Source: an optimization exercise on an open RTL-to-GDS flow (aim: small area, a short achievable clock period and few clock cycles). Production flows keep margins and buffers that such runs may drop. Only simulation tests tie the RTL to the original design; equivalence was not proved.

==> flow/design.v (outline; a module is shown in full before it is edited, if it fits) <==
// module fpa2: 78 lines
// module fpm3: 82 lines
// module fp_sin3: 58 lines
// module fp_duty2: 62 lines
// module fp_qdiv: 57 lines
// module fp_incp2: 30 lines
// module mul24: 980 lines
// module cmul_inv2pi: 349 lines
// module sin_table: 280 lines
// module cbs_rtb: 368 lines
module cbs_rtb (
    input  wire          clk,
    input  wire          rst,
    input  wire          h_valid,
    input  wire [31:0]   h_data,
    output wire          ready,
    output reg           r_valid,
    output reg  [31:0]   r_data,
    input  wire          p_valid,
    input  wire [7:0]    p_data,
    input  wire          tick,
    output wire [31:0]   period_out,
    output wire [31:0]   duty_out
);
  // ...
==> flow/run.sh <==
#!/bin/bash
# synth_recipe.tcl (not shown) runs the flow's synth.tcl, then flattens the netlist and writes it again
# the make line also repeats each setting of config.mk as NAME=value (left out here)
make -C /OpenROAD-flow-scripts/flow DESIGN_CONFIG=/design/flow/config.mk WORK_HOME=/design/flow/orfs CLKGATE_MAP_FILE= SYNTH_SCRIPT=/design/flow/synth_recipe.tcl finish
==> flow/config.mk <==
export PLATFORM = sky130hd
export DESIGN_NAME = cbs_rtb
export DESIGN_NICKNAME = cbs_rtb
export VERILOG_FILES = /design/flow/design.v
export SDC_FILE = /design/flow/constraint.sdc
export NUM_CORES = 8
export LEC_CHECK = 0
export ABC_AREA = 1
export CAP_MARGIN = 20
export CORE_MARGIN = 2
export CORE_UTILIZATION = 40
export PLACE_DENSITY = 0.6
export SLEW_MARGIN = 20
export SYNTH_MEMORY_MAX_BITS = 65536
==> flow/constraint.sdc <==
create_clock -name core_clock -period 25.0 [get_ports {clk}]
set_input_delay 5.0000 -clock core_clock [delete_from_list [all_inputs] [get_ports {clk}]]
set_output_delay 5.0000 -clock core_clock [all_outputs]
set_load 0.01 [all_outputs]
==> impl_results.md, run 1 <==
* Final period utilization at 32.82%
* Post-DP Area at 122700 um^2
* Number of flip-flops in the largest register at 128
* Hold Vio Cnt, Final at 0
* Clock slew at reported path FFs at 0.06 ns
* CP bufs+invs at 8
* Type of origin of the critical path: input pin
* Main synth FF type: dfxtp_1
* Commonest non-fill, non-tap cells in the layout: nand2_1 (3182), inv_1 (2173), o21ai_0 (1484)
* Clock-cell share of area at about 4.4%
* WL met3 at 53.04 mm
* Status: complete, no violations
* Drt wl/cell at 25.53 um
* Critical Path RT at 25.66 ns
* Fmax at 0.1219 GHz
* Synth area leaders: edfxtp_1 (15%), dfxtp_1 (14%), nand2_1 (10%)
* Residual DRC at 0
* Met2 WL post-DR at ~220 mm
* Num sequential at ~1400
* CP delay by family, top: buffers and inverters
* Multi-input combinational area share at 56.13%
* Vias per std cell at 5.849
* NonClk Buf Share at approximately 2.5%
* Top Metal Used: met5
* Post-CTS Setup Inserts at 0
* Most frequent cells after synthesis: nand2_1 (3187), inv_1 (2182), o21ai_0 (1487)
* Number of DRC markers in iteration 0 at 15907
* Register Area at 33980 um^2
* M1 WL at 203.6 mm
Testbench counts, summed over its fixed seeds: cycles 28,818.
==> module fp_sin3, before the edit <==
module fp_sin3 (
    input  wire        clk,
    input  wire [31:0] th,
    input  wire        ld,
    output reg  [31:0] s
);
    wire [7:0]  et = th[30:23];
    wire [47:0] p;
    cmul_inv2pi u_cm (.a({1'b1, th[22:0]}), .p(p));
    reg  [25:0] r_p;         
    reg         r_st;        
    reg  [7:0]  r_et;
    reg         r_s, r_z;
    always @(posedge clk) begin
        r_p  <= p[47:22];
        r_st <= |th[21:0];       
        r_et <= et;
        r_s  <= th[31];
        r_z  <= (th[30:0] == 31'd0);
    end
    wire        hi  = r_p[25];
    wire [23:0] m24 = hi ? r_p[25:2] : r_p[24:1];
    wire        g   = hi ? r_p[1] : r_p[0];
    wire        st  = hi ? (r_p[0] | r_st) : r_st;
    wire        inc = g & (st | m24[0]);
    wire [24:0] m25 = {1'b0, m24} + {24'd0, inc};
    wire [8:0]  e0  = {1'b0, r_et} - 9'd3 + {8'd0, hi};
    wire [8:0]  rsh = 9'd140 - e0;            
    wire [8:0]  lsh = e0 - 9'd140;            
    reg  [9:0]  k;
    always @(*) begin
        k = 10'd0;
        if (r_et > 8'd3 && e0 >= 9'd116 && e0 < 9'd150) begin
            if (e0 >= 9'd140)
                k = m25[9:0] << lsh[3:0];
            else
                k = m25 >> rsh[4:0];
        end
    end
    reg  [9:0]  q_k;
    reg         q_s, q_n, q_z;
    always @(posedge clk) begin
        q_k <= k;
        q_s <= r_s;
        q_n <= &r_et;
        q_z <= r_z;
    end
    wire [8:0]  j = q_k[8] ? (9'd256 - {1'b0, q_k[7:0]}) : {1'b0, q_k[7:0]};
    wire [31:0] mag;
    sin_table u_tab (.j(j), .y(mag));
    always @(posedge clk) begin
        if (ld) begin
            if (q_n)      s <= 32'h7FC00000;
            else if (q_z) s <= {q_s, 31'd0};
            else          s <= {q_s ^ q_k[9], mag[30:0]};
        end
    end
endmodule
==> module fp_incp2, before the edit <==
module fp_incp2 (
    input  wire        clk,
    input  wire [31:0] x,
    output wire [31:0] y
);
    localparam [26:0] MC = {24'hA3D70A, 3'b000};
    wire [7:0]  d = x[30:23] - 8'd120;
    reg  [26:0] al;
    integer i;
    always @(*) begin
        al = MC;
        if (d > 8'd26) al = 27'd1;
        else
            for (i = 0; i < 5; i = i + 1)
                if (d[i]) al = (al >> (1 << i)) | {26'd0, |(al & ((27'd1 << (1 << i)) - 27'd1))};
    end
    reg [27:0] r_sum;
    reg [7:0]  r_e;
    reg        r_z;
    always @(posedge clk) begin
        r_sum <= {2'b01, x[22:0], 3'b000} + {1'b0, al};
        r_e   <= x[30:23];
        r_z   <= (x[30:23] == 8'd0);
    end
    wire [26:0] nm  = r_sum[27] ? {r_sum[27:2], r_sum[1] | r_sum[0]} : r_sum[26:0];
    wire [7:0]  e   = r_e + {7'd0, r_sum[27]};
    wire        inc = nm[2] & (nm[1] | nm[0] | nm[3]);
    wire [30:0] mag = {e, nm[25:3]} + {30'd0, inc};
    assign y = r_z ? 32'h3C23D70A : {1'b0, mag};
endmodule
==> module cbs_rtb, before the edit <==
module cbs_rtb (
    input  wire          clk,
    input  wire          rst,
    input  wire          h_valid,
    input  wire [31:0]   h_data,
    output wire          ready,
    output reg           r_valid,
    output reg  [31:0]   r_data,
    input  wire          p_valid,
    input  wire [7:0]    p_data,
    input  wire          tick,
    output wire [31:0]   period_out,
    output wire [31:0]   duty_out
);
    localparam [31:0] TICK_STEP = 32'h3C23D70A;   
    localparam [10:0] NOMINAL   = 11'd1000;
    localparam [31:0] NOM_F     = 32'h447A0000;   
    localparam [7:0] OP_AVAIL = 8'h01, OP_FLUSH = 8'h02, OP_PEEK = 8'h03,
                     OP_REFS  = 8'h10, OP_SETC  = 8'h11, OP_RDREG = 8'h20;
    reg [7:0]  fmem [0:15];
    reg [3:0]  wc, rc;
    reg [4:0]  ic, cc;
    reg        synced, err_ill, err_corr, err_duty;
    reg [31:0] tsc, tols, st, tss;
    reg [10:0] pcorr, period, duty;
    reg [31:0] amp, freq, phase, start;
    reg [1:0]  hp_k;          
    reg        hp_setc;       
    reg        hp_ok;         
    reg [31:0] hp_op1;        
    reg        rdy;
    reg        pend;          
    assign ready      = rdy;
    assign period_out = {21'd0, period};
    assign duty_out   = {21'd0, duty};
    reg [17:1] v;             
    reg        ph;            
    reg        eng_wait;      
    reg [31:0] st_s;          
    reg [31:0] kk;            
    reg        k_ok;
    reg [3:1]  kv;            
    reg [3:0]  ocnt;          
    reg [3:0]  acnt;          
    reg [3:0]  wp, rp;
    reg [11:0] qm [0:9];      
    reg [3:0]  lag;           
    reg        cu;            
    reg        setc_wait;     
    reg        rd_wait;       
    reg        rs_on;
    reg [4:0]  rs_n;
    wire [10:0] per_n = synced ? pcorr : NOMINAL;
    wire [31:0] da = per_n[10] ? {1'b0, 8'd135, per_n[9:0], 13'd0}
                               : {1'b0, 8'd134, per_n[8:0], 14'd0};
    wire amp_pos = !amp[31] && (amp[30:0] != 31'd0) &&
                   !((amp[30:23] == 8'hFF) && (amp[22:0] != 23'd0));
    wire eng_en = !rs_on || (rs_n >= 5'd13);
    wire issue  = eng_en && !eng_wait && !ph && (ocnt != 4'd10);
    wire cu_go  = (lag != 4'd0) && ph;                  
    wire [31:0] inc_y, tss_y, add_y, mul_y, sin_y, add_c, mul_c;
    fpa2 u_inc (.clk(clk), .a(ph ? st : st_s), .b(TICK_STEP), .yc(inc_y), .y());
    fp_incp2 u_inct (.clk(clk), .x(tss), .y(tss_y));
    reg  [31:0] xa, xb, ya, yb;
    reg         ld_amp;       
    fpa2 u_add (.clk(clk), .a(xa), .b(xb), .yc(add_c), .y(add_y));
    fpm3 u_mul (.clk(clk), .a(ya), .b(yb), .yc(mul_c), .y(mul_y));
    wire        k_go = !k_ok && (kv == 3'd0) && !rs_on && ld_amp && !v[4] && !v[13];
    fp_sin3 u_sin (.clk(clk), .th(add_y), .ld(v[11]), .s(sin_y));
    wire [10:0] dd;
    wire        dn;
    fp_duty2 u_duty (.clk(clk), .o(mul_y), .per(per_n), .duty(dd), .nan(dn));
    wire [11:0] dres = amp_pos ? {dn, dd} : 12'd0;
    wire [1:0]  div_cls;
    wire [31:0] div_q;
    fp_qdiv u_div (.clk(clk), .start(rs_on && rs_n == 5'd3), .a(tss), .b(add_y),
                   .cls(div_cls), .q(div_q));
    function automatic [10:0] corr_clamp(input [31:0] q);
        reg [32:0] x2;
        reg [32:0] r;
        begin
            if (q[31] || q[30:23] == 0)
                corr_clamp = 11'd900;
            else if (q[30:23] >= 8'd159)
                corr_clamp = 11'd1100;
            else begin
                if (q[30:23] >= 8'd149)
                    x2 = {9'd0, 1'b1, q[22:0]} << (q[30:23] - 8'd149);
                else if (8'd149 - q[30:23] >= 8'd24)
                    x2 = 33'd0;
                else
                    x2 = {9'd0, 1'b1, q[22:0]} >> (8'd149 - q[30:23]);
                r = (x2 + 33'd1) >> 1;
                if (r < 33'd900)
                    corr_clamp = 11'd900;
                else if (r > 33'd1100)
                    corr_clamp = 11'd1100;
                else
                    corr_clamp = r[10:0];
            end
        end
    endfunction
    reg  [10:0] pc_new;
    always @(*) begin
        case (div_cls)
            2'd0: pc_new = corr_clamp(mul_y);
            2'd1: pc_new = 11'd900;
            2'd2: pc_new = 11'd1100;
            default: pc_new = pcorr;
        endcase
    end
    wire [31:0] da_new = pc_new[10] ? {1'b0, 8'd135, pc_new[9:0], 13'd0}
                                    : {1'b0, 8'd134, pc_new[8:0], 14'd0};
    wire        rs_last = rs_on && (rs_n == 5'd21);
    wire        h_acc = h_valid && rdy;
    wire        t_acc = tick && rdy;
    wire [7:0]  opc   = h_data[31:24];
    wire [23:0] arg   = h_data[23:0];
    wire        first_multi = h_acc && hp_k == 2'd0 && (opc == OP_REFS || opc == OP_SETC);
    wire        do1     = h_acc && hp_k == 2'd0 && !first_multi;    
    wire        do_refs = h_acc && hp_k == 2'd1 && !hp_setc;
    wire        do_setc = h_acc && hp_k == 2'd1 && hp_setc;
    wire       we   = p_valid;
    wire [3:0] wc_i = wc + 4'd1;
    wire [4:0] ic_i = (ic == 5'd16) ? ic : ic + 5'd1;
    wire [3:0] wc1  = we ? wc_i : wc;
    wire [4:0] ic1  = we ? ic_i : ic;
    wire [5:0] as0  = {1'b0, cc} + {1'b0, ic};
    wire [5:0] as1  = {1'b0, cc} + {1'b0, ic_i};
    wire       ag0  = (as0 >= 6'd16), ag1 = (as1 >= 6'd16);
    wire [4:0] av0  = ag0 ? 5'd16 : as0[4:0];
    wire [4:0] av1  = ag1 ? 5'd16 : as1[4:0];
    wire       avail_ge = we ? ag1 : ag0;
    wire [4:0] avail_c  = we ? av1 : av0;
    wire [4:0] cc_fl     = (cc >= arg[4:0]) ? cc - arg[4:0] : 5'd0;
    wire [3:0] peek_addr = arg[3:0] + rc;
    wire [7:0] peek_data = (we && peek_addr == wc) ? p_data : fmem[peek_addr];
    wire       rd_lo = (arg[7:3] == 5'd0) && (arg[2:0] <= 3'd5);
    wire       rd_hi = (arg[7:4] == 4'd1) && (arg[3:0] <= 4'hA);
    wire       rd_ok = (arg[23:8] == 16'd0) && (rd_lo || rd_hi);
    reg  [4:0] rd_v0;
    always @(*) begin
        case (arg[2:0])
            3'd0: rd_v0 = {1'b0, err_duty, err_corr, err_ill, synced};
            3'd1: rd_v0 = 5'd16;
            3'd2: rd_v0 = {1'b0, wc1};
            3'd3: rd_v0 = {1'b0, rc};
            3'd4: rd_v0 = ic1;
            default: rd_v0 = cc;
        endcase
    end
    reg  [3:0]  rd_idx;
    reg  [31:0] rd_v1;
    always @(*) begin
        case (rd_idx)
            4'h0: rd_v1 = st;
            4'h1: rd_v1 = tsc;
            4'h2: rd_v1 = tols;
            4'h3: rd_v1 = tss;
            4'h4: rd_v1 = {21'd0, pcorr};
            4'h5: rd_v1 = {21'd0, period};
            4'h6: rd_v1 = {21'd0, duty};
            4'h7: rd_v1 = amp;
            4'h8: rd_v1 = freq;
            4'h9: rd_v1 = phase;
            default: rd_v1 = start;
        endcase
    end
    always @(posedge clk) begin
        if (we && !rst)
            fmem[wc] <= p_data;
    end
    wire        q_any  = (acnt != 4'd0);
    wire        q_here = q_any || v[17];
    wire        commit = (pend && q_here) || (tick && rdy && q_here);
    wire [11:0] cres   = q_any ? qm[rp] : dres;
    wire        qpush  = v[17] && !(commit && !q_any);
    wire [3:0]  acnt_n0 = acnt + {3'd0, v[17]};
    wire [3:0]  acnt_n1 = q_any ? acnt + {3'd0, v[17]} - 4'd1 : acnt;
    wire [3:0]  ocnt_n0 = ocnt + {3'd0, issue};
    wire [3:0]  ocnt_n1 = ocnt + {3'd0, issue} - 4'd1;
    wire [3:0]  lag_n0  = lag - {3'd0, cu};
    wire [3:0]  lag_n1  = lag - {3'd0, cu} + {3'd0, synced};
    wire [3:0]  wp_i    = (wp == 4'd9) ? 4'd0 : wp + 4'd1;
    wire [3:0]  rp_i    = (rp == 4'd9) ? 4'd0 : rp + 4'd1;
    wire [3:0]  wp_n0   = v[17] ? wp_i : wp;
    wire [3:0]  wp_n1   = (v[17] && q_any) ? wp_i : wp;
    wire [3:0]  rp_n1   = q_any ? rp_i : rp;
    always @(posedge clk) begin
        if (qpush) qm[wp] <= dres;
        if (do1) rd_idx <= arg[3:0];
    end
    always @(posedge clk) begin
        if (rst) begin
            wc <= 0; rc <= 0; ic <= 0; cc <= 0;
            synced <= 1'b0; err_ill <= 1'b0; err_corr <= 1'b0; err_duty <= 1'b0;
            tsc <= 32'd0; tols <= 32'd0; st <= 32'd0; tss <= 32'd0;
            pcorr <= NOMINAL; period <= NOMINAL; duty <= 11'd0;
            amp <= 32'd0; freq <= 32'd0; phase <= 32'd0; start <= 32'd0;
            hp_k <= 2'd0; hp_setc <= 1'b0; hp_ok <= 1'b0;
            rdy <= 1'b1; pend <= 1'b0;
            r_valid <= 1'b0; r_data <= 32'd0;
            v <= 17'd0; ph <= 1'b0; eng_wait <= 1'b1; k_ok <= 1'b0; kv <= 3'd0;
            ocnt <= 4'd0; acnt <= 4'd0; wp <= 4'd0; rp <= 4'd0;
            lag <= 4'd0; cu <= 1'b0; setc_wait <= 1'b0; rd_wait <= 1'b0;
            rs_on <= 1'b0; rs_n <= 5'd0;
        end else begin
            r_valid <= 1'b0;
            wc <= wc1;
            ic <= ic1;
            v  <= {v[16:1], issue};
            ph <= (rs_on && rs_n == 5'd0 && lag == 4'd0) ? 1'b0 : ~ph;    
            if (v[1] && synced) st_s <= inc_y;
            kv <= {kv[2:1], k_go};
            if (v[1]) begin
                xa <= synced ? inc_y : st_s;
                xb <= {~start[31], start[30:0]};
            end else if (v[6]) begin
                xa <= mul_c;
                xb <= phase;
            end
            ld_amp <= 1'b0;
            if (v[3]) begin
                ya <= freq; yb <= add_c;
            end else if (v[12]) begin
                ya <= kv[3] ? mul_y : kk;    
                yb <= sin_y;
            end else if (rs_on && !rs_last) begin
                ya <= div_q; yb <= NOM_F;
            end else begin
                ya <= amp; yb <= rs_on ? da_new : da;
                ld_amp <= 1'b1;
            end
            if (kv[3]) begin kk <= mul_y; k_ok <= 1'b1; end
            cu <= cu_go;
            if (cu) begin
                st  <= inc_y;
                tss <= tss_y;
            end
            lag <= commit ? lag_n1 : lag_n0;
            if (eng_wait && lag == 4'd0 && (!rs_on || rs_n >= 5'd12)) begin
                eng_wait <= 1'b0;
                st_s <= st;
                if (setc_wait) begin
                    setc_wait <= 1'b0;
                    start <= st;
                    r_valid <= 1'b1;
                    r_data <= 32'd0;
                    rdy <= 1'b1;
                end
            end
            if (rd_wait && (lag == 4'd0 || (rd_idx != 4'h0 && rd_idx != 4'h3))) begin
                rd_wait <= 1'b0;
                r_valid <= 1'b1;
                r_data <= rd_v1;
            end
            wp   <= commit ? wp_n1 : wp_n0;
            rp   <= commit ? rp_n1 : rp;
            acnt <= commit ? acnt_n1 : acnt_n0;
            ocnt <= commit ? ocnt_n1 : ocnt_n0;
            if (commit) begin
                period <= per_n;
                duty <= cres[10:0];
                if (cres[11]) err_duty <= 1'b1;
                pend <= 1'b0;
                rdy <= 1'b1;
            end else if (t_acc) begin
                pend <= 1'b1;
                rdy <= 1'b0;
            end
            if (v[12] && !k_ok && !kv[3]) begin
                v <= 17'd0; ocnt <= 4'd0; acnt <= 4'd0; wp <= 4'd0; rp <= 4'd0;
                eng_wait <= 1'b1; kv <= 3'd0; ld_amp <= 1'b0;
            end
            if (h_acc) begin
                if (hp_k == 2'd0) begin
                    hp_ok <= (arg == 24'd0);
                    if (opc == OP_REFS) begin hp_k <= 2'd1; hp_setc <= 1'b0; end
                    else if (opc == OP_SETC) begin hp_k <= 2'd3; hp_setc <= 1'b1; end
                end else begin
                    hp_k <= hp_k - 2'd1;
                    if (hp_k == 2'd3) r_data <= h_data;    
                    if (hp_k == 2'd2) hp_op1 <= h_data;
                end
            end
            if (do1) begin
                r_valid <= 1'b1;
                r_data  <= 32'd0;
                case (opc)
                    OP_AVAIL:
                        if (arg != 0) err_ill <= 1'b1;
                        else begin
                            if (avail_ge) rc <= wc1;
                            cc <= avail_c;
                            ic <= 5'd0;
                            r_data <= {27'd0, avail_c};
                        end
                    OP_FLUSH: begin
                        rc <= rc + arg[3:0];
                        cc <= (arg[23:5] == 19'd0) ? cc_fl : 5'd0;
                    end
                    OP_PEEK:
                        r_data <= {24'd0, peek_data};
                    OP_RDREG:
                        if (!rd_ok) err_ill <= 1'b1;
                        else if (rd_hi) begin
                            r_valid <= 1'b0;
                            rd_wait <= 1'b1;
                        end else r_data <= {27'd0, rd_v0};
                    default:
                        err_ill <= 1'b1;
                endcase
            end
            if (do_setc) begin
                if (!hp_ok) begin
                    err_ill <= 1'b1;
                    r_valid <= 1'b1;
                    r_data  <= 32'd0;
                end else begin
                    amp <= r_data; freq <= hp_op1; phase <= h_data;
                    ld_amp <= 1'b0;
                    setc_wait <= 1'b1;
                    rdy <= 1'b0;
                    v <= 17'd0; ocnt <= 4'd0; acnt <= 4'd0; wp <= 4'd0; rp <= 4'd0;
                    eng_wait <= 1'b1; k_ok <= 1'b0; kv <= 3'd0;
                end
            end
            if (do_refs) begin
                if (!hp_ok) begin
                    err_ill <= 1'b1;
                    r_valid <= 1'b1;
                    r_data  <= 32'd0;
                end else if (!synced) begin
                    tsc <= h_data; tols <= h_data; st <= h_data;
                    tss <= 32'd0;
                    synced <= 1'b1;
                    ld_amp <= 1'b0;
                    r_valid <= 1'b1;
                    r_data  <= 32'd0;
                    v <= 17'd0; ocnt <= 4'd0; acnt <= 4'd0; wp <= 4'd0; rp <= 4'd0;
                    eng_wait <= 1'b1; k_ok <= 1'b0; kv <= 3'd0;
                end else begin
                    xa <= h_data;
                    xb <= {~tols[31], tols[30:0]};
                    tols <= h_data;
                    rs_on <= 1'b1;
                    rs_n <= 5'd0;
                    rdy <= 1'b0;
                    v <= 17'd0; ocnt <= 4'd0; acnt <= 4'd0; wp <= 4'd0; rp <= 4'd0;
                    eng_wait <= 1'b1; k_ok <= 1'b0; kv <= 3'd0;
                end
            end
            if (rs_on) begin
                if (rs_n != 5'd0 || lag == 4'd0)
                    rs_n <= rs_n + 5'd1;
                if (rs_last) begin
                    pcorr <= pc_new;
                    if (div_cls == 2'd3) err_corr <= 1'b1;
                    tss <= 32'd0;
                    r_valid <= 1'b1;
                    r_data <= 32'd0;
                    rdy <= 1'b1;
                    rs_on <= 1'b0;
                end
            end
        end
    end
endmodule
==> inputs of run 2 (changes only) <==
--- a/flow/design.v
+++ b/flow/design.v
@@ -162,5 +162,4 @@
     input  wire        clk,
     input  wire [31:0] th,
-    input  wire        ld,
     output reg  [31:0] s
 );
@@ -210,9 +209,7 @@
     sin_table u_tab (.j(j), .y(mag));
     always @(posedge clk) begin
-        if (ld) begin
-            if (q_n)      s <= 32'h7FC00000;
-            else if (q_z) s <= {q_s, 31'd0};
-            else          s <= {q_s ^ q_k[9], mag[30:0]};
-        end
+        if (q_n)      s <= 32'h7FC00000;
+        else if (q_z) s <= {q_s, 31'd0};
+        else          s <= {q_s ^ q_k[9], mag[30:0]};
     end
 endmodule
@@ -354,9 +351,11 @@
     reg [27:0] r_sum;
     reg [7:0]  r_e;
-    reg        r_z;
+    reg        r_z, r_s, r_f;
     always @(posedge clk) begin
         r_sum <= {2'b01, x[22:0], 3'b000} + {1'b0, al};
         r_e   <= x[30:23];
         r_z   <= (x[30:23] == 8'd0);
+        r_s   <= x[31];
+        r_f   <= (x[22:0] != 23'd0);
     end
     wire [26:0] nm  = r_sum[27] ? {r_sum[27:2], r_sum[1] | r_sum[0]} : r_sum[26:0];
@@ -364,5 +363,13 @@
     wire        inc = nm[2] & (nm[1] | nm[0] | nm[3]);
     wire [30:0] mag = {e, nm[25:3]} + {30'd0, inc};
-    assign y = r_z ? 32'h3C23D70A : {1'b0, mag};
+    assign y = r_z ? 32'h3C23D70A :
+               (&r_e) ? (r_f ? 32'h7FC00000 : {r_s, 8'hFF, 23'd0}) :
+               {1'b0, mag};
+endmodule
+module fp_inc_hard (
+    input  wire [31:0] x,
+    output wire        hard
+);
+    assign hard = (x[30:23] != 8'd0) && !(&x[30:23]) && (x[31] || x[30:23] < 8'd120);
 endmodule
 module mul24 (input wire [23:0] a, input wire [23:0] b, output wire [47:0] p);
@@ -2032,9 +2039,22 @@
     wire amp_pos = !amp[31] && (amp[30:0] != 31'd0) &&
                    !((amp[30:23] == 8'hFF) && (amp[22:0] != 23'd0));
+    wire hard_s, hard_a;
+    fp_inc_hard u_hs (.x(st_s), .hard(hard_s));
+    fp_inc_hard u_ha (.x(st),   .hard(hard_a));
+    reg        pinc;          
+    reg        pv1;           
+    reg [1:0]  so_st;         
+    reg        so_arch;       
+    wire so_need_s = synced && hard_s && !pinc && !eng_wait;
+    wire so_need_a = (lag != 4'd0) && hard_a;
+    wire so_req    = so_need_s || so_need_a;
+    wire so_go     = so_req && (so_st == 2'd0) && (v[7:1] == 7'd0) &&
+                     (!rs_on || (rs_n == 5'd0 && lag != 4'd0));
     wire eng_en = !rs_on || (rs_n >= 5'd13);
-    wire issue  = eng_en && !eng_wait && !ph && (ocnt != 4'd10);
-    wire cu_go  = (lag != 4'd0) && ph;                  
+    wire issue  = eng_en && !eng_wait && !ph && (ocnt != 4'd10) && !so_req &&
+                  (so_st == 2'd0);
+    wire cu_go  = (lag != 4'd0) && ph && !hard_a;       
     wire [31:0] inc_y, tss_y, add_y, mul_y, sin_y, add_c, mul_c;
-    fpa2 u_inc (.clk(clk), .a(ph ? st : st_s), .b(TICK_STEP), .yc(inc_y), .y());
+    fp_incp2 u_inc (.clk(clk), .x(ph ? st : st_s), .y(inc_y));
     fp_incp2 u_inct (.clk(clk), .x(tss), .y(tss_y));
     reg  [31:0] xa, xb, ya, yb;
@@ -2043,5 +2063,5 @@
     fpm3 u_mul (.clk(clk), .a(ya), .b(yb), .yc(mul_c), .y(mul_y));
     wire        k_go = !k_ok && (kv == 3'd0) && !rs_on && ld_amp && !v[4] && !v[13];
-    fp_sin3 u_sin (.clk(clk), .th(add_y), .ld(v[11]), .s(sin_y));
+    fp_sin3 u_sin (.clk(clk), .th(add_y), .s(sin_y));
     wire [10:0] dd;
     wire        dn;
@@ -2089,4 +2109,11 @@
                                     : {1'b0, 8'd134, pc_new[8:0], 14'd0};
     wire        rs_last = rs_on && (rs_n == 5'd21);
+    wire        rs_load = rs_on && (rs_n == 5'd0) && (lag == 4'd0) && (so_st == 2'd0);
+    wire [31:0] xa_n = rs_load ? tols :
+                       so_go   ? (so_need_a ? st : st_s) :
+                       v[1]    ? ((synced && !pv1) ? inc_y : st_s) : mul_c;
+    wire [31:0] xb_n = rs_load ? {~kk[31], kk[30:0]} :
+                       so_go   ? TICK_STEP :
+                       v[1]    ? {~start[31], start[30:0]} : phase;
     wire        h_acc = h_valid && rdy;
     wire        t_acc = tick && rdy;
@@ -2156,6 +2183,7 @@
     wire [3:0]  ocnt_n0 = ocnt + {3'd0, issue};
     wire [3:0]  ocnt_n1 = ocnt + {3'd0, issue} - 4'd1;
-    wire [3:0]  lag_n0  = lag - {3'd0, cu};
-    wire [3:0]  lag_n1  = lag - {3'd0, cu} + {3'd0, synced};
+    wire        so_dec  = (so_st == 2'd2) && so_arch;
+    wire [3:0]  lag_n0  = lag - {3'd0, cu} - {3'd0, so_dec};
+    wire [3:0]  lag_n1  = lag - {3'd0, cu} - {3'd0, so_dec} + {3'd0, synced};
     wire [3:0]  wp_i    = (wp == 4'd9) ? 4'd0 : wp + 4'd1;
     wire [3:0]  rp_i    = (rp == 4'd9) ? 4'd0 : rp + 4'd1;
@@ -2180,4 +2208,5 @@
             ocnt <= 4'd0; acnt <= 4'd0; wp <= 4'd0; rp <= 4'd0;
             lag <= 4'd0; cu <= 1'b0; setc_wait <= 1'b0; rd_wait <= 1'b0;
+            pinc <= 1'b0; pv1 <= 1'b0; so_st <= 2'd0;
             rs_on <= 1'b0; rs_n <= 5'd0;
         end else begin
@@ -2186,14 +2215,23 @@
             ic <= ic1;
             v  <= {v[16:1], issue};
-            ph <= (rs_on && rs_n == 5'd0 && lag == 4'd0) ? 1'b0 : ~ph;    
-            if (v[1] && synced) st_s <= inc_y;
+            ph <= rs_load ? 1'b0 : ~ph;    
+            if (v[1] && synced && !pv1) st_s <= inc_y;
+            pv1 <= issue && pinc;
+            if (issue) pinc <= 1'b0;
+            case (so_st)
+                2'd0: if (so_go) begin
+                    so_arch <= so_need_a;
+                    so_st <= 2'd1;
+                end
+                2'd1: so_st <= 2'd2;
+                default: begin
+                    if (so_arch) begin st <= add_c; tss <= tss_y; end
+                    else begin st_s <= add_c; pinc <= 1'b1; end
+                    so_st <= 2'd0;
+                end
+            endcase
             kv <= {kv[2:1], k_go};
-            if (v[1]) begin
-                xa <= synced ? inc_y : st_s;
-                xb <= {~start[31], start[30:0]};
-            end else if (v[6]) begin
-                xa <= mul_c;
-                xb <= phase;
-            end
+            xa <= xa_n;
+            xb <= xb_n;
             ld_amp <= 1'b0;
             if (v[3]) begin
@@ -2215,5 +2253,5 @@
             end
             lag <= commit ? lag_n1 : lag_n0;
-            if (eng_wait && lag == 4'd0 && (!rs_on || rs_n >= 5'd12)) begin
+            if (eng_wait && lag == 4'd0 && so_st == 2'd0 && (!rs_on || rs_n >= 5'd12)) begin
                 eng_wait <= 1'b0;
                 st_s <= st;
@@ -2248,4 +2286,5 @@
                 v <= 17'd0; ocnt <= 4'd0; acnt <= 4'd0; wp <= 4'd0; rp <= 4'd0;
                 eng_wait <= 1'b1; kv <= 3'd0; ld_amp <= 1'b0;
+                pinc <= 1'b0; if (!so_arch) so_st <= 2'd0;
             end
             if (h_acc) begin
@@ -2300,4 +2339,5 @@
                     v <= 17'd0; ocnt <= 4'd0; acnt <= 4'd0; wp <= 4'd0; rp <= 4'd0;
                     eng_wait <= 1'b1; k_ok <= 1'b0; kv <= 3'd0;
+                    pinc <= 1'b0; if (!so_arch) so_st <= 2'd0;
                 end
             end
@@ -2316,7 +2356,7 @@
                     v <= 17'd0; ocnt <= 4'd0; acnt <= 4'd0; wp <= 4'd0; rp <= 4'd0;
                     eng_wait <= 1'b1; k_ok <= 1'b0; kv <= 3'd0;
+                    pinc <= 1'b0; if (!so_arch) so_st <= 2'd0;
                 end else begin
-                    xa <= h_data;
-                    xb <= {~tols[31], tols[30:0]};
+                    kk <= tols;
                     tols <= h_data;
                     rs_on <= 1'b1;
@@ -2325,9 +2365,12 @@
                     v <= 17'd0; ocnt <= 4'd0; acnt <= 4'd0; wp <= 4'd0; rp <= 4'd0;
                     eng_wait <= 1'b1; k_ok <= 1'b0; kv <= 3'd0;
+                    pinc <= 1'b0; if (!so_arch) so_st <= 2'd0;
                 end
             end
             if (rs_on) begin
-                if (rs_n != 5'd0 || lag == 4'd0)
+                if (rs_n != 5'd0)
                     rs_n <= rs_n + 5'd1;
+                else if (rs_load)
+                    rs_n <= 5'd1;
                 if (rs_last) begin
                     pcorr <= pc_new;
==> impl_results.md, run 2 <==
* Final period utilization at 34.56% (was 32.82%)
* Period minus WS final at 8.640 ns (was 8.204 ns)
* Hold EP: u_sin.q_s (was u_mul.q_e[3])
* Mapped Area at 113000 um^2 (was 117800 um^2)
* Top reg by flops: fmem (unchanged)
* Yosys top cell area share at 14.98% (was 15.06%)
* Clock insertion delay at the later pin of the skew report at 0.90 ns (was 0.92 ns)
* Largest net degree at the start of global routing at 113 (was 88)
* Post-Synthesis Cells at 15410 (was 16407)
* Antenna Violating Nets Remaining at 0 (unchanged)
* Hold Startpoint: u_sin.r_s (was u_mul.r_e[3])
* Synth Area in Adders at 13.32% (was 12.98%)
* Vias in the first global route at 102645 (was 108668)
* Residual DRC at 0 (unchanged)
* Clk root buf: clkbuf_16 (unchanged)
* Hold crit path type: flop to flop (unchanged)
* Mux cell area share after synthesis at 0.3819% (was 0.3324%)
* Fmax at 0.1157 GHz (was 0.1219 GHz)
* YS warnings at 8 (unchanged)
* Max-slew violations at 0 (unchanged)
* Synth-to-Final Area Change at 9.169% (was 9.038%)
* Simple-Gate Fraction of Synth Area at 19.63% (was 21.41%)
* Clock Tree Buf Depth at 4 (unchanged)
* RSZ-0062 raised after global routing: false (unchanged)
* Vias after detailed routing at 111972 (was 118442)
* Critical R2R Launch: u_mul.r_mb[1] (was u_add.r_sum[1])
* WHS Path Cells at 0 (unchanged)
* Most frequent cells after synthesis: nand2_1 (2687), inv_1 (2061), o21ai_0 (1487) (was nand2_1 (3187), inv_1 (2182), o21ai_0 (1487))
* Worst rel slew slack at 11.79% (was 10.56%)
* Main synth FF type: dfxtp_1 (unchanged)
* IO Count at 143 (unchanged)
* Flops & latches, synth at 1408 (was 1401)
* Core Box Area at 281600 um^2 (was 293600 um^2)
* Critical path endpoint category: flop (unchanged)
* Total GRT Usage at 33.61% (was 33.24%)
* Drt pass-1 iters at 9 (unchanged)
* Post-cts repair resize count at 0 (unchanged)
* First-pass GRT wire length at 713.7 mm (was 744.6 mm)
* CTS tree: done (unchanged)
* # setup viols final at 0 (unchanged)
* Main combinational cell family by area after synthesis: compound AO/OA/AOI/OAI gates (was simple AND/OR/NAND/NOR gates)
* TritonCTS Buffers at 167 (was 166)
* Initial Util at 40.15% (was 40.13%)
* Biggest regs: fmem x128, qm x120, u_mul.q_p x48 (unchanged)
* Post-CTS Setup Inserts at 0 (unchanged)
* Synthesized area per cell at 7.335 um^2 (was 7.180 um^2)
* Number of flip-flops in the largest register at 128 (unchanged)
* Status: complete, no violations (unchanged)
* Least-Margin Pin Slew at 1.313 ns (was 1.342 ns)
* Std cell rows at 195 (was 199)
* Most common cell in the netlist: nand2_1 (unchanged)
* Die ar. at 286900 um^2 (was 298900 um^2)
* Routability congestion estimate at 1.077 (was 1.101)
* Drt wl/cell at 26.16 um (was 25.53 um)
* Worst r2r path cells at 29 (was 53)
* Max Cap Violations at 0 (unchanged)
* Worst reg-to-reg setup slack at 16.59 ns (was 16.90 ns)
* Arr. time, crit path at 9.32 ns (was 8.87 ns)
* Final net count at 16195 (was 17205)
* Crit Path Category: input pin to flop (unchanged)
* Final instance area at 123400 um^2 (was 128500 um^2)
* Commonest non-fill, non-tap cells in the layout: nand2_1 (2678), inv_1 (2054), o21ai_0 (1483) (was nand2_1 (3182), inv_1 (2173), o21ai_0 (1484))
* Chip height at 535.6 um (was 546.7 um)
* Drt total wl at 499.1 mm (was 516.9 mm)
* Number of synthesized flops with an enable pin at 562 (was 591)
* Asr flop ratio synth at 0% (unchanged)
* Type of origin of the critical path: input pin (unchanged)
* Cts hold-fix bufs at 0 (unchanged)
* Seq/Total Area, Yosys at 29.91% (was 28.83%)
* Sink Count at 1408 (was 1401)
* Number of DRC markers in iteration 0 at 14417 (was 15907)
* GR Overflow Total at 0 (unchanged)
* Hold Vio Cnt, Final at 0 (unchanged)
* Antenna violations before repair at 40 (was 63)
* Post-DP Area at 117800 um^2 (was 122700 um^2)
* Count of input and output buffers at 100 (unchanged)
* Cell taking the most area after synthesis: dfxtp_1 (was edfxtp_1)
* Clk_skew at 0.09930 ns (was 0.07062 ns)
* Synth unique cells at 95 (unchanged)
* Synth area leaders: dfxtp_1 (15%), edfxtp_1 (15%), nand2_1 (8.9%) (was edfxtp_1 (15%), dfxtp_1 (14%), nand2_1 (10%))
* Vias per std cell at 5.869 (was 5.849)
* Commonest non-fill, non-tap cell in the layout: nand2_1 (unchanged)
* Worst r2r dst: u_mul.q_p[47] (was yb[3])
* Compound-gate portion of the synthesized area at 20.81% (was 20.22%)
* Setup TNS at 0 ns (unchanged)
* Critical-path maximum fanout at 67 (was 60)
* Detailed placer's ending HPWL at 381.9 mm (was 401.0 mm)
* Share of cells above drive strength 1 at 5.249% (was 5.482%)
* Die width at 535.6 um (was 546.7 um)
* Critical Path RT at 25.68 ns (was 25.66 ns)
* Clock slew at reported path FFs at 0.06 ns (about the same)
* Post-Synth XOR/XNOR Area at 5.942% (was 5.963%)
* H-tree depth at 4 (unchanged)
-- run 2: cell types whose count changed after synthesis, moves of 29 or more --
cell	previous run	this run
inv_1	2182	2061
dfxtp_1	810	846
o211ai_1	212	148
edfxtp_1	591	562
o21ai_1	138	74
nand4_1	165	127
a211oi_1	64	112
nand2_1	3187	2687
nand3_1	821	696
-- run 2: worst max-delay path: stages --
cell and delay (ns):
clkdlybuf4s50_1 0.62, nand2_1 0.25, nor3_1 0.31, nand2_1 0.22
nor2_1 0.16, inv_2 0.05, buf_4 0.35, nor2_2 0.21
buf_4 0.40, inv_2 0.37, buf_4 0.38, o21ai_0 0.81
a41oi_1 0.09
-- run 2: layer usage --
layer / GRT usage (%) / vias to the layer above / share of wire (%)
met5: 0 / - / 0.040
met1: 43.92 / 52684 / 40
met2: 50.41 / 6216 / 42
met3: 7.308 / 1396 / 10
li1: - / 51644 / -
met4: 20.90 / 32 / 7.5
-- run 2: layout make-up --
cell class,count,area (um^2)
clock buffer,224,4758
inverter,2143,8064
antenna,19,47.55
tap,3743,4683
fill,29154,158200
timing repair buffer,352,2910
clock inverter,83,785.8
sequential,1408,33820
multi-input combinational,11108,68330
-- run 2: worst max-delay path by stage --
| stage | from | to | slack [ns] | cells after the start |
|---|---|---|---|---|
| 2_1_floorplan | rst | hp_k[1] | 13.08 | 5 |
| 3_3_place_gp | tick | qm[7][5] | 15.56 | 15 |
| 3_5_place_dp | tick | qm[7][5] | 15.54 | 15 |
| 4_1_cts | h_valid | r_data[19] | 16.47 | 14 |
| 5_1_grt | tick | qm[7][6] | 15.94 | 15 |
| 6_report | h_valid | st[0] | 16.36 | 13 |
-- run 2: cell families after synthesis --
family	after synthesis
simple gates	5266
compound gates	4022
buf+inv	2935
flops	1408
fa+ha+maj	972
xor+xnor	763
mux	43
other cells	1
-- run 2: metrics by stage --
stage	std cells	hold WS (ns)	util, %	setup slack, ns
after detailed placement	18753	0.3121	41.84	15.54
after global placement	18751	0.3109	41.83	15.56
after floorplan	15451	0.3096	-	13.08
after global routing	19066	0.3284	43.82	15.94
final	19080	0.3263	43.83	16.36
after CTS	19060	0.3198	43.80	16.47
Testbench counts of run 2, summed over its fixed seeds: cycles 28,818.
==> inputs of run 3 (changes only) <==
--- a/flow/config.mk
+++ b/flow/config.mk
@@ -7,5 +7,5 @@
 export LEC_CHECK = 0
 export ABC_AREA = 1
-export CAP_MARGIN = 20
+export CAP_MARGIN = 35
 export CORE_MARGIN = 2
 export CORE_UTILIZATION = 40
==> impl_results.md, run 3 <==
* # setup viols final at 0 (unchanged)
* Simple-Gate Fraction of Synth Area at 19.63% (unchanged)
* Met1 Use GR at 43.71% (was 43.92%)
* Arr. time, crit path at 9.21 ns (was 9.32 ns)
* Antenna Violating Nets Remaining at 0 (unchanged)
* Critical-path cell list: clkdlybuf4s50_1, nand2_1, nor3_1, nand2_1, nor2_1, inv_2, buf_4, nor2_2, buf_4, inv_2, buf_4, o21ai_0, a41oi_1 (unchanged)
* Final period utilization at 34.19% (was 34.56%)
* Seq/Total Area, Yosys at 29.91% (unchanged)
* Cell taking the most area after synthesis: dfxtp_1 (unchanged)
* Least-Margin Pin Slew at 1.095 ns (was 1.313 ns)
* Largest net degree at the start of global routing at 113 (unchanged)
* Mux cell area share after synthesis at 0.3819% (unchanged)
* Hold Vio Cnt, Final at 0 (unchanged)
* Commonest non-fill, non-tap cell in the layout: nand2_1 (unchanged)
* Slowest cell on the critical path: o21ai_0 (unchanged)
* RSZ-0062 raised after global routing: false (unchanged)
* Initial Util at 40.15% (unchanged)
* Commonest non-fill, non-tap cells in the layout: nand2_1 (2678), inv_1 (2054), o21ai_0 (1487) (was nand2_1 (2678), inv_1 (2054), o21ai_0 (1483))
* Yosys top cell area share at 14.98% (unchanged)
* Die width at 535.6 um (unchanged)
* GR Overflow Total at 0 (unchanged)
* Vias after detailed routing at 112236 (was 111972)
* Synth area leaders: dfxtp_1 (15%), edfxtp_1 (15%), nand2_1 (8.9%) (unchanged)
* H-tree depth at 4 (unchanged)
* Setup ws final at 16.45 ns (was 16.36 ns)
* Busiest grt layer: met2 (unchanged)
* Number of synthesized flops with an enable pin at 562 (unchanged)
* Synth-to-Final Area Change at 9.791% (was 9.169%)
* Setup TNS at 0 ns (unchanged)
* YS warnings at 8 (unchanged)
* Max-slew violations at 0 (unchanged)
* Period minus WS final at 8.548 ns (was 8.640 ns)
* Mapped Area at 113000 um^2 (unchanged)
* Critical Path RT at 25.66 ns (was 25.68 ns)
* Clock slew at reported path FFs at 0.06 ns (about the same)
* Clk root buf: clkbuf_16 (unchanged)
* Top reg by flops: fmem (unchanged)
* Hold crit path type: flop to flop (unchanged)
* Residual DRC at 0 (unchanged)
* Biggest regs: fmem x128, qm x120, u_mul.q_p x48 (unchanged)
* Status: complete, no violations (unchanged)
* Synth unique cells at 95 (unchanged)
* Synth Area in Adders at 13.32% (unchanged)
* CP peak stage delay at 0.79 ns (was 0.81 ns)
* Footprint of the multi-input gates at 68320 um^2 (was 68330 um^2)
* Asr flop ratio synth at 0% (unchanged)
* Post-cts repair resize count at 0 (unchanged)
* Register Area at 33820 um^2 (unchanged)
* Final instance area at 124100 um^2 (was 123400 um^2)
* Number of DRC markers in iteration 0 at 15242 (was 14417)
* Critical path endpoint category: flop (unchanged)
* Clock insertion delay at the later pin of the skew report at 0.88 ns (was 0.90 ns)
* Compound-gate portion of the synthesized area at 20.81% (unchanged)
* CP most frequent cell: buf_4 (unchanged)
* Chip height at 535.6 um (unchanged)
* Max Cap Violations at 0 (unchanged)
* WHS Path Cells at 0 (unchanged)
* Post-CTS Setup Inserts at 0 (unchanged)
* Cts hold-fix bufs at 0 (unchanged)
* Sink Count at 1408 (unchanged)
* Grt met3 use at 7.727% (was 7.308%)
* Die ar. at 286900 um^2 (unchanged)
* Drt total wl at 499.4 mm (was 499.1 mm)
* Count of input and output buffers at 100 (unchanged)
* Std cell rows at 195 (unchanged)
* Post-Synth XOR/XNOR Area at 5.942% (unchanged)
* Crit Path Category: input pin to flop (unchanged)
* Antenna violations before repair at 37 (was 40)
* Vias per std cell at 5.860 (was 5.869)
* Pre-CTS WS at 15.77 ns (was 15.54 ns)
* Drt pass-1 iters at 7 (was 9)
* Total GRT Usage at 33.63% (was 33.61%)
* Worst r2r path cells at 28 (was 29)
* Final net count at 16266 (was 16195)
* Synthesized area per cell at 7.335 um^2 (unchanged)
* Met2 Use GR at 50.58% (was 50.41%)
* IO Count at 143 (unchanged)
* Flops & latches, synth at 1408 (unchanged)
* Worst rel slew slack at 26.85% (was 11.79%)
* Fin cells at 19153 (was 19080)
* Hold Slack at 0.3251 ns (was 0.3263 ns)
* Core Box Area at 281600 um^2 (unchanged)
* Placed Cells at 18803 (was 18753)
* Type of origin of the critical path: input pin (unchanged)
* Detailed placer's ending HPWL at 383.4 mm (was 381.9 mm)
* Most frequent cells after synthesis: nand2_1 (2687), inv_1 (2061), o21ai_0 (1487) (unchanged)
* Clock Tree Buf Depth at 4 (unchanged)
* Post-DP Area at 118300 um^2 (was 117800 um^2)
* TritonCTS Buffers at 167 (unchanged)
* Vias in the first global route at 103142 (was 102645)
* Clk_skew at 0.09777 ns (was 0.09930 ns)
* Share of cells above drive strength 1 at 5.628% (was 5.249%)
* Filler cells at 29052 (was 29154)
* Main combinational cell family by area after synthesis: compound AO/OA/AOI/OAI gates (unchanged)
* Most common cell in the netlist: nand2_1 (unchanged)
* Fmax at 0.1170 GHz (was 0.1157 GHz)
* Post-Synthesis Cells at 15410 (unchanged)
* Main synth FF type: dfxtp_1 (unchanged)
* Critical-path maximum fanout at 67 (unchanged)
* CTS tree: done (unchanged)
* Routability congestion estimate at 1.077 (unchanged)
* First-pass GRT wire length at 715.1 mm (was 713.7 mm)
* Drt wl/cell at 26.07 um (was 26.16 um)
* Number of flip-flops in the largest register at 128 (unchanged)
==> run 3: cell types whose count changed in the layout (fill, tap and decap cells not counted), moves of 5 or more <==
cell / previous run / this run
buf_16: 0 / 6
buf_2: 0 / 22
buf_4: 250 / 274
buf_6: 0 / 9
buf_8: 1 / 9
clkbuf_1: 25 / 31
clkbuf_8: 28 / 19
clkinv_2: 28 / 33
clkinvlp_4: 16 / 9
==> run 3: metal layers <==
| layer | part of all wire [%] | wire (um) |
|---|---|---|
| met2 | 42 | 211500 |
| met5 | 0.038 | 191 |
| met1 | 40 | 200000 |
| met3 | 10 | 51710 |
| met4 | 7.2 | 36000 |
==> run 3: cell families (layout without fill, tap and decap cells) <==
kind of cell             count (synthesis)  count (layout)
AO/OA/AOI/OAI                         4022            4022
XOR/XNOR                               763             763
adder cells (fa/ha/maj)                972             972
buffers and inverters                 2935            2872
flip-flops                            1408            1408
multiplexers                            43              43
other                                    1              64
AND/OR/NAND/NOR                       5266            5266
==> run 3: final timing paths <==
path	startpoint	to	slack, ns
setup / recovery	h_valid	st[0]	16.45
hold / removal	u_mul.r_e[8]	u_mul.q_e[8]	0.33
setup reg to reg	u_mul.r_mb[1]	u_mul.q_p[47]	16.65
hold reg to reg	u_mul.r_e[8]	u_mul.q_e[8]	0.33
==> run 3: worst max-delay path, delay by kind of cell <==
kind | cells | cell delay [ns]
buf+inv | 6 | 2.14
simple gates | 5 | 1.12
compound gates | 2 | 0.86
==> run 3: cell type report <==
class	count	area share (%)
well taps	3743	3.774
clock inverters	82	0.6352
inverters	2143	6.498
repair buffers	423	2.933
multi-input cells	11108	55.05
flip-flops and latches	1408	27.25
clock buffers	224	3.813
diodes	22	0.04436
==> run 3: through the flow <==
step | util (%)
after floorplan | -
after global placement | 41.83
after detailed placement | 42.02
after CTS | 43.98
after global routing | 44.06
final | 44.08
==> inputs of run 4 (changes only) <==
--- a/flow/design.v
+++ b/flow/design.v
@@ -2183,5 +2183,5 @@
     wire [3:0]  ocnt_n0 = ocnt + {3'd0, issue};
     wire [3:0]  ocnt_n1 = ocnt + {3'd0, issue} - 4'd1;
-    wire        so_dec  = (so_st == 2'd2) && so_arch;
+    wire        so_dec  = (so_st == 2'd3) && so_arch;
     wire [3:0]  lag_n0  = lag - {3'd0, cu} - {3'd0, so_dec};
     wire [3:0]  lag_n1  = lag - {3'd0, cu} - {3'd0, so_dec} + {3'd0, synced};
@@ -2225,7 +2225,8 @@
                 end
                 2'd1: so_st <= 2'd2;
+                2'd2: so_st <= 2'd3;
                 default: begin
-                    if (so_arch) begin st <= add_c; tss <= tss_y; end
-                    else begin st_s <= add_c; pinc <= 1'b1; end
+                    if (so_arch) begin st <= add_y; tss <= tss_y; end
+                    else if (!eng_wait) begin st_s <= add_y; pinc <= 1'b1; end
                     so_st <= 2'd0;
                 end
@@ -2286,5 +2287,5 @@
                 v <= 17'd0; ocnt <= 4'd0; acnt <= 4'd0; wp <= 4'd0; rp <= 4'd0;
                 eng_wait <= 1'b1; kv <= 3'd0; ld_amp <= 1'b0;
-                pinc <= 1'b0; if (!so_arch) so_st <= 2'd0;
+                pinc <= 1'b0;
             end
             if (h_acc) begin
@@ -2339,5 +2340,5 @@
                     v <= 17'd0; ocnt <= 4'd0; acnt <= 4'd0; wp <= 4'd0; rp <= 4'd0;
                     eng_wait <= 1'b1; k_ok <= 1'b0; kv <= 3'd0;
-                    pinc <= 1'b0; if (!so_arch) so_st <= 2'd0;
+                    pinc <= 1'b0;
                 end
             end
@@ -2356,5 +2357,5 @@
                     v <= 17'd0; ocnt <= 4'd0; acnt <= 4'd0; wp <= 4'd0; rp <= 4'd0;
                     eng_wait <= 1'b1; k_ok <= 1'b0; kv <= 3'd0;
-                    pinc <= 1'b0; if (!so_arch) so_st <= 2'd0;
+                    pinc <= 1'b0;
                 end else begin
                     kk <= tols;
@@ -2365,5 +2366,5 @@
                     v <= 17'd0; ocnt <= 4'd0; acnt <= 4'd0; wp <= 4'd0; rp <= 4'd0;
                     eng_wait <= 1'b1; k_ok <= 1'b0; kv <= 3'd0;
-                    pinc <= 1'b0; if (!so_arch) so_st <= 2'd0;
+                    pinc <= 1'b0;
                 end
             end
--- a/flow/config.mk
+++ b/flow/config.mk
@@ -7,5 +7,5 @@
 export LEC_CHECK = 0
 export ABC_AREA = 1
-export CAP_MARGIN = 35
+export CAP_MARGIN = 20
 export CORE_MARGIN = 2
 export CORE_UTILIZATION = 40
==> impl_results.md, run 4 <==
* Total GRT Usage at 33.36% (was 33.63%)
* Max-slew violations at 0 (unchanged)
* # setup viols final at 0 (unchanged)
* Post-Synth XOR/XNOR Area at 5.889% (was 5.942%)
* Biggest regs: fmem x128, qm x120, u_mul.q_p x48 (unchanged)
* Synth unique cells at 95 (unchanged)
* Number of synthesized flops with an enable pin at 562 (unchanged)
* Setup ws final at 16.38 ns (was 16.45 ns)
* Final net count at 16313 (was 16266)
* Least-Margin Pin Slew at 1.342 ns (was 1.095 ns)
* Initial Util at 40.19% (was 40.15%)
* Post-CTS Setup Inserts at 0 (unchanged)
* Antenna Violating Nets Remaining at 0 (unchanged)
* Compound-gate portion of the synthesized area at 21.04% (was 20.81%)
* Clk root buf: clkbuf_16 (unchanged)
* Drt total wl at 497.2 mm (was 499.4 mm)
* Critical Path RT at 25.77 ns (was 25.66 ns)
* Synth Area in Adders at 13.30% (was 13.32%)
* Vias after detailed routing at 112697 (was 112236)
* Post-DP Area at 118200 um^2 (was 118300 um^2)
* Residual DRC at 0 (unchanged)
* Placed Cells at 18865 (was 18803)
* Clock Tree Buf Depth at 4 (unchanged)
* Simple-Gate Fraction of Synth Area at 19.54% (was 19.63%)
* Setup TNS at 0 ns (unchanged)
* Antenna violations before repair at 54 (was 37)
* YS warnings at 8 (unchanged)
* Fin cells at 19189 (was 19153)
* Std cell rows at 195 (unchanged)
* Worst rel slew slack at 9.993% (was 26.85%)
* RSZ-0062 raised after global routing: false (unchanged)
* Period minus WS final at 8.616 ns (was 8.548 ns)
* Mapped Area at 113500 um^2 (was 113000 um^2)
* Hold Slack at 0.3003 ns (was 0.3251 ns)
* Routability congestion estimate at 1.065 (was 1.077)
* Core Box Area at 282300 um^2 (was 281600 um^2)
* Footprint of the multi-input gates at 68600 um^2 (was 68320 um^2)
* First-pass GRT wire length at 712.5 mm (was 715.1 mm)
* CTS tree: done (unchanged)
* Final instance area at 123900 um^2 (was 124100 um^2)
* Vias per std cell at 5.873 (was 5.860)
* Count of input and output buffers at 100 (unchanged)
* Critical path endpoint category: flop (unchanged)
* Chip height at 536.6 um (was 535.6 um)
* Max Cap Violations at 0 (unchanged)
* Post-cts repair resize count at 0 (unchanged)
* Most frequent cells after synthesis: nand2_1 (2772), inv_1 (2091), o21ai_0 (1539) (was nand2_1 (2687), inv_1 (2061), o21ai_0 (1487))
* Hold Vio Cnt, Final at 0 (unchanged)
* Clock insertion delay at the later pin of the skew report at 0.92 ns (was 0.88 ns)
* Flops & latches, synth at 1408 (unchanged)
* Sink Count at 1408 (unchanged)
* Type of origin of the critical path: input pin (unchanged)
* Cts hold-fix bufs at 0 (unchanged)
* Worst reg-to-reg setup slack at 16.53 ns (was 16.65 ns)
* Cell taking the most area after synthesis: dfxtp_1 (unchanged)
* Vias in the first global route at 102497 (was 103142)
* Die ar. at 287900 um^2 (was 286900 um^2)
* Share of cells above drive strength 1 at 5.043% (was 5.628%)
* Detailed placer's ending HPWL at 377.6 mm (was 383.4 mm)
* Post-Synthesis Cells at 15518 (was 15410)
* Main combinational cell family by area after synthesis: compound AO/OA/AOI/OAI gates (unchanged)
* IO Count at 143 (unchanged)
* Synthesized area per cell at 7.312 um^2 (was 7.335 um^2)
* Yosys top cell area share at 14.93% (was 14.98%)
* Status: complete, no violations (unchanged)
* Number of flip-flops in the largest register at 128 (unchanged)
* Register Area at 33820 um^2 (about the same)
* Hold crit path type: flop to flop (unchanged)
* GR Overflow Total at 0 (unchanged)
* Largest net degree at the start of global routing at 158 (was 113)
* Die width at 536.6 um (was 535.6 um)
* Synth-to-Final Area Change at 9.223% (was 9.791%)
* Main synth FF type: dfxtp_1 (unchanged)
* Arr. time, crit path at 9.38 ns (was 9.21 ns)
* Asr flop ratio synth at 0% (unchanged)
* Most common cell in the netlist: nand2_1 (unchanged)
* Seq/Total Area, Yosys at 29.80% (was 29.91%)
* Top reg by flops: fmem (unchanged)
* Mux cell area share after synthesis at 0.3639% (was 0.3819%)
* Commonest non-fill, non-tap cells in the layout: nand2_1 (2764), inv_1 (2083), o21ai_0 (1535) (was nand2_1 (2678), inv_1 (2054), o21ai_0 (1487))
* Number of DRC markers in iteration 0 at 15585 (was 15242)
* Synth area leaders: dfxtp_1 (15%), edfxtp_1 (15%), nand2_1 (9.2%) (was dfxtp_1 (15%), edfxtp_1 (15%), nand2_1 (8.9%))
* Clock slew at reported path FFs at 0.06 ns (about the same)
* Clk_skew at 0.1399 ns (was 0.09777 ns)
* Drt wl/cell at 25.91 um (was 26.07 um)
* Filler cells at 29075 (was 29052)
* Pre-CTS WS at 15.00 ns (was 15.77 ns)
* Critical-path maximum fanout at 21 (was 67)
* TritonCTS Buffers at 165 (was 167)
* Fmax at 0.1161 GHz (was 0.1170 GHz)
* Drt pass-1 iters at 10 (was 7)
* Final period utilization at 34.47% (was 34.19%)
* Commonest non-fill, non-tap cell in the layout: nand2_1 (unchanged)
* H-tree depth at 4 (unchanged)
* Crit Path Category: input pin to flop (unchanged)
-- run 4: cell types whose count changed after synthesis, sizes merged, moves of 26 or more --
| cell | change |
|---|---|
| o21ai | +65 |
| a221oi | -33 |
| inv | +27 |
| nor2 | -97 |
| nand3 | -26 |
| a211oi | -26 |
| nand2 | +78 |
-- run 4: cells by family (layout without fill, tap and decap cells) --
group,after synthesis,in the layout
and+or+nand+nor,5269,5269
AOI/OAI and AO/OA,4101,4101
buffers and inverters,2964,2833
DFF,1408,1408
adders and majority gates,975,975
xor gates and xnor gates,759,759
muxes,41,41
other,1,60
-- run 4: cell type report --
| class | count | area share (%) |
|---|---|---|
| Multi-Input combinational cell | 11187 | 55.36 |
| Sequential cell | 1408 | 27.29 |
| Inverter | 2161 | 6.559 |
| Tap cell | 3743 | 3.779 |
| Clock buffer | 211 | 3.706 |
| Timing Repair Buffer | 372 | 2.478 |
| Clock inverter | 89 | 0.7905 |
| Antenna cell | 18 | 0.03635 |
-- run 4: through the flow --
stage	utilization [%]
global route	43.89
CTS	43.86
floorplan	-
global placement	41.88
detailed placement	41.88
finish	43.90
-- run 4: path summary, 6_finish.rpt --
kind                 startpoint  cells after the start         to
setup / recovery      h_data[0]                      9  r_data[4]
hold reg to reg       u_mul.r_s                      0  u_mul.q_s
hold / removal        u_mul.r_s                      0  u_mul.q_s
setup reg to reg  u_mul.q_p[47]                     37     xa[30]
-- run 4: metal layers --
layer	vias to the layer above	global-route usage [%]	share of wire, %
met5	-	0	0.021
met4	12	14.56	5.2
met3	1059	8.831	12
met2	6325	47.98	41
met1	53215	46.64	42
li1	52086	-	-
-- run 4: critical path: stages --
cell and delay (ns):
clkdlybuf4s50_1 0.90, ha_2 0.47, fa_1 1.08, o22ai_1 0.19, a2111oi_0 0.47, o21ai_1 0.43
o211a_1 0.35, a2111oi_0 0.41, a211oi_1 0.08
Testbench counts of run 4, summed over its fixed seeds: cycles 28,818.

==> port drivers added, routing unchanged <==
In the flow no input, the clock included, has a driving cell. The finished layouts below were timed again as built, in two steps.
Step 1 (the two cells are an assumption about what drives the block):
set clk [get_ports {clk}]
set_driving_cell -lib_cell sky130_fd_sc_hd__clkbuf_16 $clk
set_driving_cell -lib_cell sky130_fd_sc_hd__buf_2 [delete_from_list [all_inputs] $clk]
Step 2 adds t to the input delays and takes it off the output delays; t is the mean of the earliest and latest rising clock arrival at the registers after step 1. Input paths then give back, and output paths get back, about the clock's delay inside the block.
Three values: no drivers, after step 1, after step 2; two values: the first two.
| run | t, ns | slack for setup (ns) | worst hold slack (ns) | pins driven straight from the clock port |
|---|---|---|---|---|
| run 1 | 1.002 | 16.796 / 16.820 / 15.818 | 0.324 / 0.324 / 0.324 | 1 |
| run 2 | 0.958 | 16.360 / 16.440 / 15.482 | 0.326 / 0.326 / 0.326 | 1 |
| run 3 | 0.954 | 16.452 / 16.538 / 15.584 | 0.325 / 0.325 / 0.325 | 1 |
| run 4 | 0.968 | 16.384 / 16.480 / 15.512 | 0.300 / 0.300 / 0.300 | 1 |
After both steps every run listed still meets setup and hold. The setup slack of run 1, which loses most, moves by +0.024 ns with the drivers and by -0.978 ns with both steps.
